What follows belongs to an exercise in optimizing a design on an open flow for small area, a short achievable clock period and few clock cycles; a production flow would make more cautious choices.
No functional check of the RTL was part of this run.
Power is estimated from default activity; no workload was simulated.

$ cat design/flow/config.mk
export PLATFORM = sky130hd
export DESIGN_NAME = qbc
export DESIGN_NICKNAME = qbc
export VERILOG_FILES = /design/flow/design.v
export SDC_FILE = /design/flow/constraint.sdc
export NUM_CORES = 4
export LEC_CHECK = 0
export CAP_MARGIN = 20
export CORE_MARGIN = 2
export CORE_UTILIZATION = 40
export SETUP_SLACK_MARGIN = 2.0
export SLEW_MARGIN = 20
$ cat design/flow/constraint.sdc
create_clock -name core_clock -period 5.0 [get_ports {clk}]
set_input_delay 1.0000 -clock core_clock [delete_from_list [all_inputs] [get_ports {clk}]]
set_output_delay 1.0000 -clock core_clock [all_outputs]
set_load 0.01 [all_outputs]
$ cat design/flow/design.v
module qbc (
    input  wire        clk,
    input  wire        rst_n,
    input  wire        req_valid,
    output wire        req_ready,
    input  wire        req_write,
    input  wire [7:0]  req_addr,
    input  wire [31:0] req_wdata,
    output wire        rsp_valid,
    output wire [31:0] rsp_rdata,
    output wire        rsp_err
);
    localparam [51:0] FOOT52   = {52{1'b1}};
    localparam [31:0] ID_VALUE = 32'h5142_0701;
    reg [63:0] idx_in;
    reg [31:0] x_in, y_in;
    reg [63:0] res;
    reg [31:0] x_out, y_out;
    reg [11:0] f_q;           
    reg [31:0] cmd;
    reg        st_vi, st_vc, st_can, st_cha, st_errs;
    reg [2:0]  st_ecode;      
    reg [63:0] ch_base;
    reg [52:0] ch_k;          
    reg [4:0]  ch_d;          
    reg        running;
    reg        rsp_pending;
    reg [31:0] rsp_data_q;
    reg        rsp_err_q;
    assign req_ready = running & rst_n & ~busy;
    assign rsp_valid = rsp_pending & rst_n;
    assign rsp_rdata = rsp_data_q;
    assign rsp_err   = rsp_err_q;
    wire accept   = req_valid & req_ready;
    wire aligned  = (req_addr[1:0] == 2'b00);
    wire do_write = accept & req_write & aligned;
    wire do_cmd   = do_write & (req_addr[7:2] == 6'h00);
    wire rst      = ~rst_n;
    wire [31:0] wd = req_wdata & {32{rst_n}};
    wire [3:0] op = req_wdata[3:0];
    wire [4:0] r  = req_wdata[12:8];
    wire uses_r   = (op == 4'h1) | (op == 4'h5) | (op == 4'h6);
    wire illegal  = (|req_wdata[31:13]) | (|req_wdata[7:4]) | (op >= 4'hA) |
                    (~uses_r & (|r));
    wire op_pack  = ~illegal & (op == 4'h1);
    wire op_unp   = ~illegal & (op == 4'h2);
    wire op_chk   = ~illegal & (op == 4'h3);
    wire op_gres  = ~illegal & (op == 4'h4);
    wire op_par   = ~illegal & (op == 4'h5);
    wire op_chl   = ~illegal & (op == 4'h6);
    wire op_nc    = ~illegal & (op == 4'h7);
    wire op_menc  = ~illegal & (op == 4'h8);
    wire op_mdec  = ~illegal & (op == 4'h9);
    wire [4:0]  z      = idx_in[56:52];
    wire [51:0] v52    = idx_in[51:0];
    wire        r_big  = (r > 5'd26);
    wire [51:0] foot_r = FOOT52 >> {r, 1'b0};
    wire [51:0] foot_z = FOOT52 >> {z, 1'b0};
    reg [63:0] menc;
    reg [31:0] dex, dey;
    integer i;
    always @* begin
        for (i = 0; i < 32; i = i + 1) begin
            menc[2*i]     = x_in[i];
            menc[2*i + 1] = y_in[i];
            dex[i]        = idx_in[2*i];
            dey[i]        = idx_in[2*i + 1];
        end
    end
    reg        m_pack, m_unp, m_nc;     
    reg        busy;                    
    reg        p_pack, p_unp, p_nc;     
    wire [4:0]  r_eff  = busy ? cmd[12:8] : r;
    wire [51:0] foot_e = FOOT52 >> {r_eff, 1'b0};
    wire [4:0]  cb_r   = ch_base[56:52];
    wire [4:0]  sh_a   = m_pack ? ~r_eff : m_nc ? ~cb_r : ~z;
    reg [63:0] sh_in;
    always @* begin
        sh_in = 64'd0;
        for (i = 0; i < 26; i = i + 1) begin
            sh_in[2*i+2] = (m_pack & x_in[i]) | (m_nc & ch_k[2*i]) |
                           (m_unp & idx_in[2*(25-i)]);
            sh_in[2*i+3] = (m_pack & y_in[i]) | (m_nc & ch_k[2*i+1]) |
                           (m_unp & idx_in[2*(25-i)+1]);
        end
    end
    wire [63:0] sh_q = sh_in << {sh_a, 1'b0};
    wire [63:0] sh_res = m_pack ? {7'b0100100, r_eff, sh_q[63:12] | foot_e}
                                : {ch_base[63:52], ch_base[51:0] | sh_q[63:12]};
    reg  [31:0] sh_x, sh_y;
    always @* begin
        for (i = 0; i < 32; i = i + 1) begin
            sh_x[i] = sh_q[2*(31-i)];
            sh_y[i] = sh_q[2*(31-i)+1];
        end
    end
    wire [31:0] xy_or    = x_in | y_in;
    wire        pk_range = |(xy_or & ({32{1'b1}} << r));
    wire chk_vi  = ~idx_in[63] & idx_in[62] & (idx_in[61:59] != 3'd7) &
                   (z <= 5'd26) & (&(v52 | ~foot_z));
    wire chk_vc  = chk_vi & (idx_in[61:59] == 3'd1);
    wire chk_can = chk_vc & (idx_in[58:57] == 2'd0);
    wire [63:0] par_res = {idx_in[63:57], r, v52 | foot_r};
    wire [63:0] chl_base = {idx_in[63:57], r, v52 & ~(foot_z & ~foot_r)};
    wire [4:0]  chl_d    = r - z;
    wire [52:0] nc_k1   = ch_k + 53'd1;
    wire [51:0] lowd    = ~(FOOT52 << {ch_d, 1'b0});
    wire        nc_last = &(ch_k[51:0] | ~lowd);
    wire e_inv = (op_pack & r_big) |
                 (op_par & (r_big | (r > z))) |
                 (op_chl & (r_big | (r <= z)));
    wire e_rng = op_pack & ~r_big & pk_range;
    wire e_noi = op_nc & ~st_cha;
    wire [2:0] ecode = illegal ? 3'd2 : e_inv ? 3'd1 : e_rng ? 3'd3 :
                       e_noi ? 3'd4 : 3'd0;
    wire fail = illegal | e_inv | e_rng | e_noi;
    wire ok   = do_cmd & ~fail;
    wire [31:0] status = {20'd0, 1'b0, st_ecode, 2'b00, st_errs, |st_ecode,
                          st_cha, st_can, st_vc, st_vi};
    wire [31:0] f_out  = {14'd0, f_q[11], f_q[10], 2'b00, f_q[6:5], 1'b0,
                          f_q[9:7], 3'b000, f_q[4:0]};
    wire [63:0] ch_n   = (ch_d == 5'd0) ? 64'd0 : (64'd1 << {ch_d, 1'b0});
    reg [31:0] rd_data;
    always @* begin
        case (req_addr[7:2])
            6'h00: rd_data = cmd;
            6'h01: rd_data = status;
            6'h02: rd_data = ID_VALUE;
            6'h04: rd_data = idx_in[31:0];
            6'h05: rd_data = idx_in[63:32];
            6'h06: rd_data = x_in;
            6'h07: rd_data = y_in;
            6'h08: rd_data = res[31:0];
            6'h09: rd_data = res[63:32];
            6'h0A: rd_data = x_out;
            6'h0B: rd_data = y_out;
            6'h0C: rd_data = f_out;
            6'h0E: rd_data = ch_base[31:0];
            6'h0F: rd_data = ch_base[63:32];
            6'h10: rd_data = ch_k[31:0];
            6'h11: rd_data = {11'd0, ch_k[52:32]};
            6'h12: rd_data = ch_n[31:0];
            6'h13: rd_data = ch_n[63:32];
            default: rd_data = 32'd0;
        endcase
    end
    wire we_idx_lo = rst | (do_write & (req_addr[7:2] == 6'h04));
    wire we_idx_hi = rst | (do_write & (req_addr[7:2] == 6'h05));
    wire we_x      = rst | (do_write & (req_addr[7:2] == 6'h06));
    wire we_y      = rst | (do_write & (req_addr[7:2] == 6'h07));
    wire we_cmd    = rst | do_cmd;
    wire s_par  = ok & op_par;
    wire s_menc = ok & op_menc;
    wire s_mdec = ok & op_mdec;
    wire s_chl  = ok & op_chl;
    wire s_pack = ok & op_pack & m_pack;
    wire s_unp  = ok & op_unp & m_unp;
    wire s_nc   = ok & op_nc & m_nc;
    wire defer  = ok & ((op_pack & ~m_pack) | (op_unp & ~m_unp) |
                        (op_nc & ~m_nc));
    wire f_res  = s_pack | s_nc | p_pack | p_nc;    
    wire f_unp  = s_unp | p_unp;
    wire f_nc   = s_nc | p_nc;
    wire we_res = rst | s_par | s_menc | f_res;
    wire [63:0] res_nx = ({64{s_par}} & par_res) | ({64{s_menc}} & menc) |
                         ({64{f_res & rst_n}} & sh_res);
    wire we_xo  = rst | s_mdec | f_unp;
    wire [31:0] xo_nx = ({32{s_mdec}} & dex) | ({32{f_unp & rst_n}} & sh_x);
    wire [31:0] yo_nx = ({32{s_mdec}} & dey) | ({32{f_unp & rst_n}} & sh_y);
    wire we_f   = rst | (ok & (op_unp | op_chk | op_gres));
    wire we_chk = rst | (ok & op_chk);
    wire we_chb = rst | s_chl;
    wire we_chk_k = rst | s_chl | f_nc;
    wire wr_xy  = do_write & ((req_addr[7:2] == 6'h06) | (req_addr[7:2] == 6'h07));
    wire wr_idx = do_write & ((req_addr[7:2] == 6'h04) | (req_addr[7:2] == 6'h05));
    always @(posedge clk) begin
        running     <= rst_n;
        rsp_pending <= (accept & ~defer) | (busy & rst_n);
        rsp_err_q   <= ~aligned & ~busy;
        rsp_data_q  <= (req_write | ~aligned | busy) ? 32'd0 : rd_data;
        busy        <= defer;
        p_pack      <= defer & op_pack;
        p_unp       <= defer & op_unp;
        p_nc        <= defer & op_nc;
        if (defer | wr_xy | wr_idx | s_chl) begin
            m_pack <= defer ? op_pack : wr_xy;
            m_unp  <= defer ? op_unp  : wr_idx;
            m_nc   <= defer ? op_nc   : s_chl;
        end
        if (we_idx_lo) idx_in[31:0]  <= wd;
        if (we_idx_hi) idx_in[63:32] <= wd;
        if (we_x)      x_in <= wd;
        if (we_y)      y_in <= wd;
        if (we_cmd)    cmd  <= wd;
        if (we_res) res <= res_nx;
        if (we_xo) begin
            x_out <= xo_nx;
            y_out <= yo_nx;
        end
        if (we_f) f_q <= idx_in[63:52] & {12{rst_n}};
        if (we_chk) begin
            st_vi  <= chk_vi & rst_n;
            st_vc  <= chk_vc & rst_n;
            st_can <= chk_can & rst_n;
        end
        if (we_chb) begin
            ch_base <= chl_base & {64{rst_n}};
            ch_d    <= chl_d & {5{rst_n}};
        end
        if (we_chk_k)
            ch_k <= (f_nc & rst_n) ? nc_k1 : 53'd0;
        if (rst) begin
            st_cha   <= 1'b0;
            st_errs  <= 1'b0;
            st_ecode <= 3'd0;
        end else begin
            if (s_chl)
                st_cha <= 1'b1;
            else if (f_nc & nc_last)
                st_cha <= 1'b0;
            if (do_cmd) begin
                st_ecode <= ecode;
                if (fail) st_errs <= 1'b1;
            end else if (do_write & (req_addr[7:2] == 6'h01) & req_wdata[5])
                st_errs <= 1'b0;
        end
    end
endmodule
$ cat design/flow/run.sh
#!/bin/bash
# synth_recipe.tcl (not shown) runs the flow's synth.tcl, then flattens the netlist and writes it again
# the make line also repeats each setting of config.mk as NAME=value (left out here)
make -C /OpenROAD-flow-scripts/flow DESIGN_CONFIG=/design/flow/config.mk WORK_HOME=/design/flow/orfs CLKGATE_MAP_FILE= SYNTH_SCRIPT=/design/flow/synth_recipe.tcl finish
==> run notes <==
-- worst max path at each step --
stage                     endpoint  cells past startpoint
after floorplan           x_out[0]                     10
after global routing      x_out[6]                     12
after global placement    y_out[2]                     12
after detailed placement  y_out[2]                     12
after CTS                 x_out[6]                     12
final                     x_out[2]                     15
-- power by group through the flow --
stage                     Sequential (mW)  Combinational, mW  Clock, mW
after detailed placement             5.02               1.15          0
after floorplan                      4.73              0.569          0
after global routing                 4.93               1.75       4.30
after global placement               5.03               1.15          0
final                                4.97               1.77       4.20
after CTS                            4.91               1.46       4.15
-- cell usage in the layout, fill, tap and decap left out, types with 19 or more instances in the layout --
master / instances
dfxtp_1: 43
clkdlybuf4s50_1: 37
a222oi_1: 70
a221oi_1: 55
nand3_1: 61
and2_1: 63
o211ai_1: 20
nor3_1: 22
o21ai_1: 48
edfxtp_1: 428
nand2_1: 204
buf_6: 119
o22ai_4: 19
mux2_4: 22
mux2i_4: 23
o21ai_2: 35
nand4_1: 25
o22ai_2: 19
buf_12: 75
nor2_1: 197
nor2_4: 22
buf_8: 20
mux2i_1: 27
nor2_2: 19
o22ai_1: 25
buf_4: 451
a22oi_1: 85
buf_16: 19
clkbuf_16: 77
a21oi_1: 79
mux2_2: 23
a22o_1: 78
o21ai_0: 130
inv_1: 70
a31oi_1: 35
xor2_1: 25
xnor2_1: 22
-- critical path, cell delays in order, from the launching register on --
cell,delay [ns]
edfxtp_1,0.42
buf_6,0.15
buf_12,0.15
buf_12,0.15
inv_16,0.07
mux2i_4,0.25
buf_12,0.17
buf_12,0.16
buf_12,0.16
mux2i_4,0.35
a22oi_1,0.12
a21boi_4,0.17
mux2i_2,0.32
o211ai_1,0.21
buf_12,0.21
o21ai_1,0.27
-- registers in the layout, indices dropped and copies added (netlist names), 5 cells and up --
name	cells
res	64
idx_in	64
y_in	32
y_out	32
x_in	32
rsp_data_q	32
ch_k	53
f_q	12
ch_base	64
ch_d	5
x_out	32
cmd	32
-- cell type report --
| cell class | instances | area, sq um | area share (%) |
|---|---|---|---|
| repair buffers | 781 | 8350 | 20.7 |
| well taps | 873 | 1090 | 2.71 |
| flip-flops and latches | 472 | 13700 | 34.1 |
| clock inverters | 34 | 350 | 0.869 |
| clock buffers | 64 | 1470 | 3.65 |
| inverters | 76 | 309 | 0.767 |
| multi-input cells | 1883 | 15000 | 37.1 |
| diodes | 15 | 37.5 | 0.0931 |
-- cells by family (layout without fill, tap and decap cells) --
| family | count (synthesis) | count (layout) | synth area share [%] |
|---|---|---|---|
| AOI/OAI and AO/OA | 940 | 940 | 24.8 |
| xor gates and xnor gates | 47 | 47 | 1.52 |
| adders and majority gates | 8 | 8 | 0.389 |
| buffers and inverters | 276 | 955 | 4.25 |
| DFF | 472 | 472 | 50.8 |
| muxes | 109 | 109 | 4.57 |
| other | 0 | 15 | 0 |
| and+or+nand+nor | 778 | 779 | 13.6 |
-- routing by layer --
layer | track usage (%) | part of all wire [%]
met3 | 27.5 | 18
met4 | 36.7 | 11
met2 | 71.4 | 39
met5 | 0.832 | 0.17
met1 | 62.0 | 33
-- through the flow --
| stage | instances | util [%] | power [mW] | area [sq um] |
|---|---|---|---|---|
| 2_1_floorplan | 2630 | - | 5.30 | 27400 |
| 3_3_place_gp | 3692 | 46.4 | 6.18 | 31100 |
| 3_5_place_dp | 3692 | 46.4 | 6.17 | 31100 |
| 4_1_cts | 4028 | 55.6 | 10.5 | 37300 |
| 5_1_grt | 4184 | 60.1 | 11.0 | 40300 |
| 6_report | 4198 | 60.1 | 10.9 | 40300 |
-- what timing repair did --
action                     in CTS  in global routing
setup endpoints to repair     513                440
pin swaps                     128                158
hold endpoints to repair        0                  0
resized for setup             500                331
setup buffers                 222                129
cloned                         16                 25
==> results.ini <==
[status]
status=complete, no violations

[synthesis]
synthTopCellsByArea=edfxtp_1 (48%), nor2_1 (3.3%), dfxtp_1 (3.3%)
seq_area_frac_synth_pct=50.8
ys_warn_count=1
syn_nets=2681
ys.flop_type=edfxtp_1
synth_seq_cells=472
synth_top_area_share_pct=47.6
yosysMostFrequentCell=edfxtp_1
yosys.area.top_type=edfxtp_1
syn_inst=2630
yosys.cell_types.count=90
async_reset_ff_share_pct=0
syn_avg_cell_area_sq_um=10.3
yosys-top-cells-count=edfxtp_1 (428), nor2_1 (238), nand2_1 (225)
synth_edf_count=428
syn-cell-area_sq_um=27000

[clock_network]
clockBufferDepth=3
cts_hold_buf=0
clk_pin_slew_worst_paths_ns=0.07
cts_made_buffers=53
clock_sinks=472
cts-htree-levels=2
clockRootBuffer=clkbuf_16
cts_tree=built
clock_latency_ns=0.70

[worst_setup_path]
crit_start=m_pack
worstSetupStartpointType=flop
arrival_ns=4.04
end_kind=flop
crit_type=reg2reg
critPathMaxFanout=7
r2r_cells=15
r2r_start=m_pack
cp.required_ns=5.49
ff2ff_setup_slack_ns=1.45
timing.rr.end=x_out[2]

[sta]
setup_viol=0
slew_violations=0
rsz0062_at_grt=yes
fin_crit_ns=3.55
worst_slack_ns=1.45
post-route-period-util_pct=71.0
hold_violations=0
finClkSkew_ns=0.0744
fin_setup_tns_ns=0
holdWs_ns=0.557
slew_headroom_pct=10.6
fmax_mhz=282
tightestPinTransition_ns=1.34

[detailed_routing]
drt-total-wl_mm=193
first_pass_iters=13
num_vias=31757
vias_per_cell=7.56
post_drt_wl_per_cell_um=46.0
drc_errors=0
drt_iter0_markers=6727
drt.antenna.violating_nets=0

[floorplanning]
std_cell_rows=95
fp.dieW_um=264
initial_core_util_pct=40.3
die-height_um=264
core_sq_um=67000
num_io_pins=79
die_area_sq_um=69700

[worst_hold_path]
hold_class=reg2reg
min_to=rsp_data_q[31]
hold_start=x_out[31]
hold_path_depth=2

[placement]
io_buffers=78
gp_congestion=1.11
post-place-ws_ns=0.196
dp_hpwl_mm=134

[power_and_ir_drop]
p_sw_mw=3.43
p_comb_share_pct=16.2
p_sw_share_pct=31.4
p_leak_nw=14.6
p_int_mw=7.51
power.share.clock_pct=38.3
p_seq_share_pct=45.5
ir_drop_v=0.000379
p_per_area_nw_per_um2=271

[finish]
layout.nets=3318
fillCellCount=5481
area_growth_pct=49.2
drive_gt1_share_pct=38.0

[grt]
grt.overflow.total=0
antenna_found_initial=17
grt_max_degree=59
grt_pass1_vias=28391
track_usage_pct=52.0
grt_pass1_wl_mm=246

[job]
drv_cap=0

[port drivers added, routing unchanged]
In the flow no input, the clock included, has a driving cell. The finished layout below was timed again as built, in two steps. Step 1 sets driving cells, clkbuf_16 on the clock port and buf_2 on the other inputs (assumed; they add their load-dependent delay and slew). Step 2 moves the port delays by t, midway between the first and last clock arrival at a register: inputs arrive t later, outputs are due t later. That takes back most of the time a late clock gives input paths. a / b / c = no drivers / after step 1 / after step 2; a / b = the first two.
shift t [ns]: 0.735
setup slack, ns: 1.452 / 1.452 / 1.028
cell pins on the clock port's net: 1
After both steps this run still meets setup and hold. The setup slack of this run moves by 0.000 ns with the drivers and by -0.424 ns with both steps.
